This design comes from an exercise in tuning for small area, a short achievable clock period and few clock cycles per item on the open sky130 flow, not from production work.
The RTL was checked by simulation tests, not by an equivalence proof against the original design.
No activity file was given, so power comes from the tool's default toggle rates.

==> inputs of run a <==
Design oqpsk_mod, start of the top module:
module oqpsk_mod (
    input  wire        clk,
    input  wire        rst,
    input  wire        cmd_valid,
    output wire        cmd_ready,
    input  wire [1:0]  cmd_op,
    input  wire [7:0]  cmd_arg,
    input  wire [31:0] cmd_data,
    output reg         out_valid,
    input  wire        out_ready,
    output reg  [31:0] out_i,
    output reg  [31:0] out_q
);
Settings: LEC_CHECK=0, CAP_MARGIN=20, CORE_MARGIN=2, CORE_UTILIZATION=40, SLEW_MARGIN=20; clock period 22.0 ns.
standard.sh (not shown) runs the stock make flow with config.mk's settings and CLKGATE_MAP_FILE= SYNTH_SCRIPT=/design/flow/synth_recipe.tcl, a recipe that flattens the netlist after the stock synthesis.
==> flow/flow/run.sh <==
#!/bin/bash
# The standard layout, with these changes:
#  - ports are buffered with buf_2 cells (the default picks a slow delay cell);
#  - clock tree synthesis does not add dummy loads;
#  - timing repair aims for 16.5 ns of setup slack (the clock stays 22 ns).
set -euo pipefail
export BUFFER_PORTS_ARGS="-buffer_cell sky130_fd_sc_hd__buf_2"
export CTS_ARGS="-sink_clustering_enable -repair_clock_nets -dont_use_dummy_load"
export SETUP_SLACK_MARGIN=16.5
bash standard.sh > standard.log 2>&1
==> inputs of run b, as changes to run a <==
--- a/flow/design.v
+++ b/flow/design.v
@@ -458,111 +458,118 @@
     reg [1:0]  r_op;
     reg [7:0]  r_arg;
     reg [31:0] r_data;
     reg        rdy;
     assign cmd_ready = rdy;
     wire acc = cmd_valid && rdy;
     reg [3:0]  s_m1;         
     reg [3:0]  h;            
-    reg [3:0]  rot;
-    reg [3:0]  rot_a;        
-    reg [3:0]  rot_b;        
+    reg [2:0]  rot;
+    reg [2:0]  rot_a;        
+    reg [2:0]  rot_b;        
     reg        busy;
     reg [7:0]  sym;          
     reg [1:0]  pair;
     reg [3:0]  k;            
     reg [4:0]  kq;           
     reg [3:0]  e_sm1;        
     reg [3:0]  e_h;          
-    reg [31:0] ring_a [0:15];
-    reg [31:0] ring_b [0:7];
+    reg [31:0] ring_0 [0:7];
+    reg [31:0] ring_1 [0:7];
+    reg [31:0] ring_2 [0:7];
     wire adv       = !out_valid || out_ready;
     wire last_k    = (k == e_sm1);
     wire last_pair = (pair == 2'd3);
     wire r_byte  = (r_op == OP_BYTE);
     wire r_tap   = (r_op == OP_TAP);
     wire r_tapw  = r_tap && (r_arg < NTAPS);
     reg        s1_v;
     wire [4:0] e_top = {1'b0, e_sm1} + {1'b0, e_h};
     wire tap_safe = !busy || (last_pair && ({1'b0, k} > r_arg[4:0]))
                           || (r_arg[4:0] > e_top);
-    function aligned(input [3:0] r, input [4:0] j);
-        aligned = (r[2:0] == j[2:0]) && (j[4] || r[3] == j[3]);
+    function aligned(input [2:0] r, input [4:0] j);
+        aligned = (r == j[2:0]);
     endfunction
     wire tap_go   = tap_safe && aligned(rot_a, r_arg[4:0]);
     wire start_c = r_v && r_byte && (!busy || last_k && last_pair);
     wire en_e    = !busy || adv;                     
     wire start   = start_c && en_e;
     wire r_cons  = r_byte ? start : (!r_tapw || tap_go);
     wire       r_cons_c = r_byte ? (r_v && !busy) : (!r_tapw || tap_go);
     wire no_start  = !(r_v && r_byte);
     wire idle_pred = !busy && no_start;
     function sure(input [1:0] op, input [7:0] arg);
         sure = (op == OP_CONFIG) || (op == 2'd3) ||
                (op == OP_TAP && !(arg < NTAPS)) ||
                (op == OP_BYTE && idle_pred) ||
                (op == OP_TAP && no_start && aligned(rot_b, arg[4:0]) &&
                 (!busy || (last_pair && ({1'b0, k} > arg[4:0])) || (arg[4:0] > e_top)));
     endfunction
+    wire r_free   = !r_v || r_cons_c;
     wire sure_cmd = sure(cmd_op, cmd_arg);
     wire sure_r   = !(r_v && !r_cons_c) || sure(r_op, r_arg);
     wire rdy_d = acc ? sure_cmd : sure_r;
     wire [25:0] m_ra, m_rb;
     wire        m_cin;
     wire        m_shl;
     wire [7:0]  m_eb;
     amp_mul_s1 u_s1 (.t(r_data), .ra(m_ra), .rb(m_rb), .cin(m_cin),
                      .shl(m_shl), .ebase(m_eb));
-    reg        s1_b;             
+    reg [1:0]  s1_b;             
     reg        s1_sgn;
     reg        s1_shl;
     reg [7:0]  s1_eb;
     reg [25:0] s1_ra, s1_rb;
     reg        s1_cin;
     wire [30:0] m_y;
     amp_mul_s2 u_s2 (.ra(s1_ra), .rb(s1_rb), .cin(s1_cin), .shl(s1_shl),
                      .ebase(s1_eb), .y(m_y));
     wire [31:0] w_word = {s1_sgn, m_y};
     integer p;
     always @(posedge clk) begin
-        s1_b   <= r_arg[4];
+        s1_b   <= r_arg[4:3];
         s1_sgn <= r_data[31];
         s1_shl <= m_shl;
         s1_eb  <= m_eb;
         s1_ra  <= m_ra;
         s1_rb  <= m_rb;
         s1_cin <= m_cin;
-        for (p = 0; p < 15; p = p + 1)
-            ring_a[p] <= ring_a[p + 1];
-        ring_a[15] <= (s1_v && !s1_b) ? w_word : ring_a[0];
-        for (p = 0; p < 7; p = p + 1)
-            ring_b[p] <= ring_b[p + 1];
-        ring_b[7] <= (s1_v && s1_b) ? w_word : ring_b[0];
+        for (p = 0; p < 7; p = p + 1) begin
+            ring_0[p] <= ring_0[p + 1];
+            ring_1[p] <= ring_1[p + 1];
+            ring_2[p] <= ring_2[p + 1];
+        end
+        ring_0[7] <= (s1_v && s1_b == 2'd0) ? w_word : ring_0[0];
+        ring_1[7] <= (s1_v && s1_b == 2'd1) ? w_word : ring_1[0];
+        ring_2[7] <= (s1_v && s1_b[1])      ? w_word : ring_2[0];
     end
     wire ineg = sym[7] ^ sym[6];
     wire qneg = sym[7];
-    wire [3:0] pos_i = k - rot;
-    wire [3:0] pos_q = kq[3:0] - rot;
-    wire [15:0] sel_i  = 16'd1 << pos_i;
-    wire [15:0] sel_qa = kq[4] ? 16'd0 : (16'd1 << pos_q);
-    wire [7:0]  sel_qb = kq[4] ? (8'd1 << pos_q[2:0]) : 8'd0;
+    wire [2:0] pos_i = k[2:0] - rot;
+    wire [2:0] pos_q = kq[2:0] - rot;
+    wire [7:0] oh_i  = 8'd1 << pos_i;
+    wire [7:0] oh_q  = 8'd1 << pos_q;
+    wire [7:0] sel_i0 = k[3] ? 8'd0 : oh_i;
+    wire [7:0] sel_i1 = k[3] ? oh_i : 8'd0;
+    wire [7:0] sel_q0 = (kq[4:3] == 2'd0) ? oh_q : 8'd0;
+    wire [7:0] sel_q1 = (kq[4:3] == 2'd1) ? oh_q : 8'd0;
+    wire [7:0] sel_q2 = kq[4] ? oh_q : 8'd0;
     reg  [31:0] pi, pq;
     always @* begin
         pi = 32'd0;
         pq = 32'd0;
-        for (p = 0; p < 16; p = p + 1) begin
-            pi = pi | ({32{sel_i[p]}}  & ring_a[p]);
-            pq = pq | ({32{sel_qa[p]}} & ring_a[p]);
+        for (p = 0; p < 8; p = p + 1) begin
+            pi = pi | ({32{sel_i0[p]}} & ring_0[p]) | ({32{sel_i1[p]}} & ring_1[p]);
+            pq = pq | ({32{sel_q0[p]}} & ring_0[p]) | ({32{sel_q1[p]}} & ring_1[p])
+                    | ({32{sel_q2[p]}} & ring_2[p]);
         end
-        for (p = 0; p < 8; p = p + 1)
-            pq = pq | ({32{sel_qb[p]}} & ring_b[p]);
     end
     always @(posedge clk) begin
-        if (rdy) begin
+        if (r_free) begin
             r_op   <= cmd_op;
             r_arg  <= cmd_arg;
             r_data <= cmd_data;
         end
         if (r_v && r_op == OP_CONFIG) begin
             s_m1 <= r_arg[3:0];
             h    <= ({1'b0, r_arg[3:0]} + 5'd1) >> 1;
         end
@@ -593,24 +600,24 @@
     end
     always @(posedge clk) begin
         if (rst) begin
             r_v       <= 1'b0;
             rdy       <= 1'b1;
             busy      <= 1'b0;
             out_valid <= 1'b0;
             s1_v      <= 1'b0;
-            rot       <= 4'd0;
-            rot_a     <= 4'd1;
-            rot_b     <= 4'd2;
+            rot       <= 3'd0;
+            rot_a     <= 3'd1;
+            rot_b     <= 3'd2;
         end else begin
             r_v   <= acc || (r_v && !r_cons);
             rdy   <= rdy_d;
             s1_v  <= r_v && r_tapw && tap_go;
-            rot   <= rot + 4'd1;
-            rot_a <= rot_a + 4'd1;
-            rot_b <= rot_b + 4'd1;
+            rot   <= rot + 3'd1;
+            rot_a <= rot_a + 3'd1;
+            rot_b <= rot_b + 3'd1;
             if (en_e)
                 busy <= start_c || (busy && !(last_k && last_pair));
             out_valid <= busy || (out_valid && !out_ready);
         end
     end
 endmodule
==> flow/flow/run.sh (replaced) <==
#!/bin/bash
# The standard layout (the standard.sh, whole), with these changes:
#  - ports are buffered with buf_2 cells (the default picks a slow delay cell);
#  - clock tree synthesis does not add dummy loads and clusters up to 24
#    sinks per clkbuf_16;
#  - timing repair aims for 16.5 ns of setup slack (the clock stays 22 ns).
set -euo pipefail
export BUFFER_PORTS_ARGS="-buffer_cell sky130_fd_sc_hd__buf_2"
export CTS_ARGS="-sink_clustering_enable -repair_clock_nets -dont_use_dummy_load -buf_list sky130_fd_sc_hd__clkbuf_16 -sink_clustering_size 24 -sink_clustering_max_diameter 120"
export SETUP_SLACK_MARGIN=16.5
bash standard.sh > standard.log 2>&1
==> flow/config.mk (replaced) <==
export PLATFORM = sky130hd
export DESIGN_NAME = oqpsk_mod
export DESIGN_NICKNAME = oqpsk_mod
export VERILOG_FILES = /design/flow/design.v
export SDC_FILE = /design/flow/constraint.sdc
export NUM_CORES = 4
export LEC_CHECK = 0
export CAP_MARGIN = 20
export CORE_MARGIN = 2
export CORE_UTILIZATION = 60
export SLEW_MARGIN = 20
==> run summary <==
In run b the global-route usage is higher than in run a, by 13 points. Against run b, the die area of run a is higher by 53%. Non-clock buffer count: run a is higher than run b (16). Of run b and run a, run a has the higher combinational power (gap about 20%, measured against run a). Of run b and run a, run a has the higher area after synthesis (gap 2.3%, measured against run a). Flip-flop and latch count: run b is lower than run a (2). In run a the clock skew is higher than in run b, by 30 ps. Between run a and run b, the lower cell count is in run b (gap about 16%, measured against run b). Against run a, the final area of run b is lower by about 7%.
==> figures <==
quantity                                                                          run a               run b
Run status                                                     timing/DRC/antenna clean  timing/DRC/antenna clean
Final non-filler cell total                                                        4697                4045
Number of nets in the layout                                                       3765                3536
Portion of synthesized cell area occupied by the leading cell type                0.441               0.451
Fraction of standard cell area in multi-input logic                               0.369               0.375
Part of the power in the clock network                                            0.318               0.241
Number of multi-input logic gates                                                  1921                1768
Number of nets produced by synthesis                                               3655                3481
Worst Reg-to-Reg Cells                                                               17                  19
Number of instances in the synthesized netlist                                     3322                3152
Count of antenna diodes in the layout                                                 2                   3
Remaining max-slew budget at the tightest pin                                     0.269               0.343
Unique cell type count in the Yosys netlist                                          76                  67
Static Leakage                                                                  17.1 nW             15.8 nW
Inserted tap cell count                                                            1265                 837
Clock group power                                                               1.47 mW            0.929 mW
Launching instance or port of the critical path                     out_q[15]$_DFFE_PP_  out_q[4]$_DFFE_PP_
Initial antenna violation count                                                       2                   3
Worst IR Drop VDD                                                             0.0735 mV           0.0671 mV
Layout cells sized above 1                                                        0.105              0.0889
Testbench counts of run a, summed over its fixed seeds: cycles 88,541, items 86,016.
Testbench counts of run b, summed over its fixed seeds: cycles 87,959, items 86,016.

## afterwards: timing with drivers on the ports
The results above use ideal ports. As a check the final layouts listed here were re-extracted and re-timed, cells and wires unchanged. Step 1 assumes that a clkbuf_16 drives the clock port and a buf_2 every other input. Step 2 times the ports against the registers' clock, not the clock port: input delays grow and output delays shrink by t, the midpoint of the rising clock arrivals with the driver on. Slacks: ideal ports / drivers / drivers and shift; pairs: ideal ports / drivers.
run	shift t [ns]	setup WS [ns]	latest minus earliest clock arrival (ns)	slew at the worst register clock pin (ns)	pins driven straight from the clock port
run a	0.723	16.360 / 16.297 / 15.716	0.127 / 0.127	0.06 / 0.06	1
run b	0.677	16.297 / 16.228 / 16.079	0.095 / 0.095	0.10 / 0.10	1
After both steps setup and hold are still met in every run listed. The setup slack of run a, which loses most, moves by -0.063 ns with the drivers and by -0.644 ns with both steps.
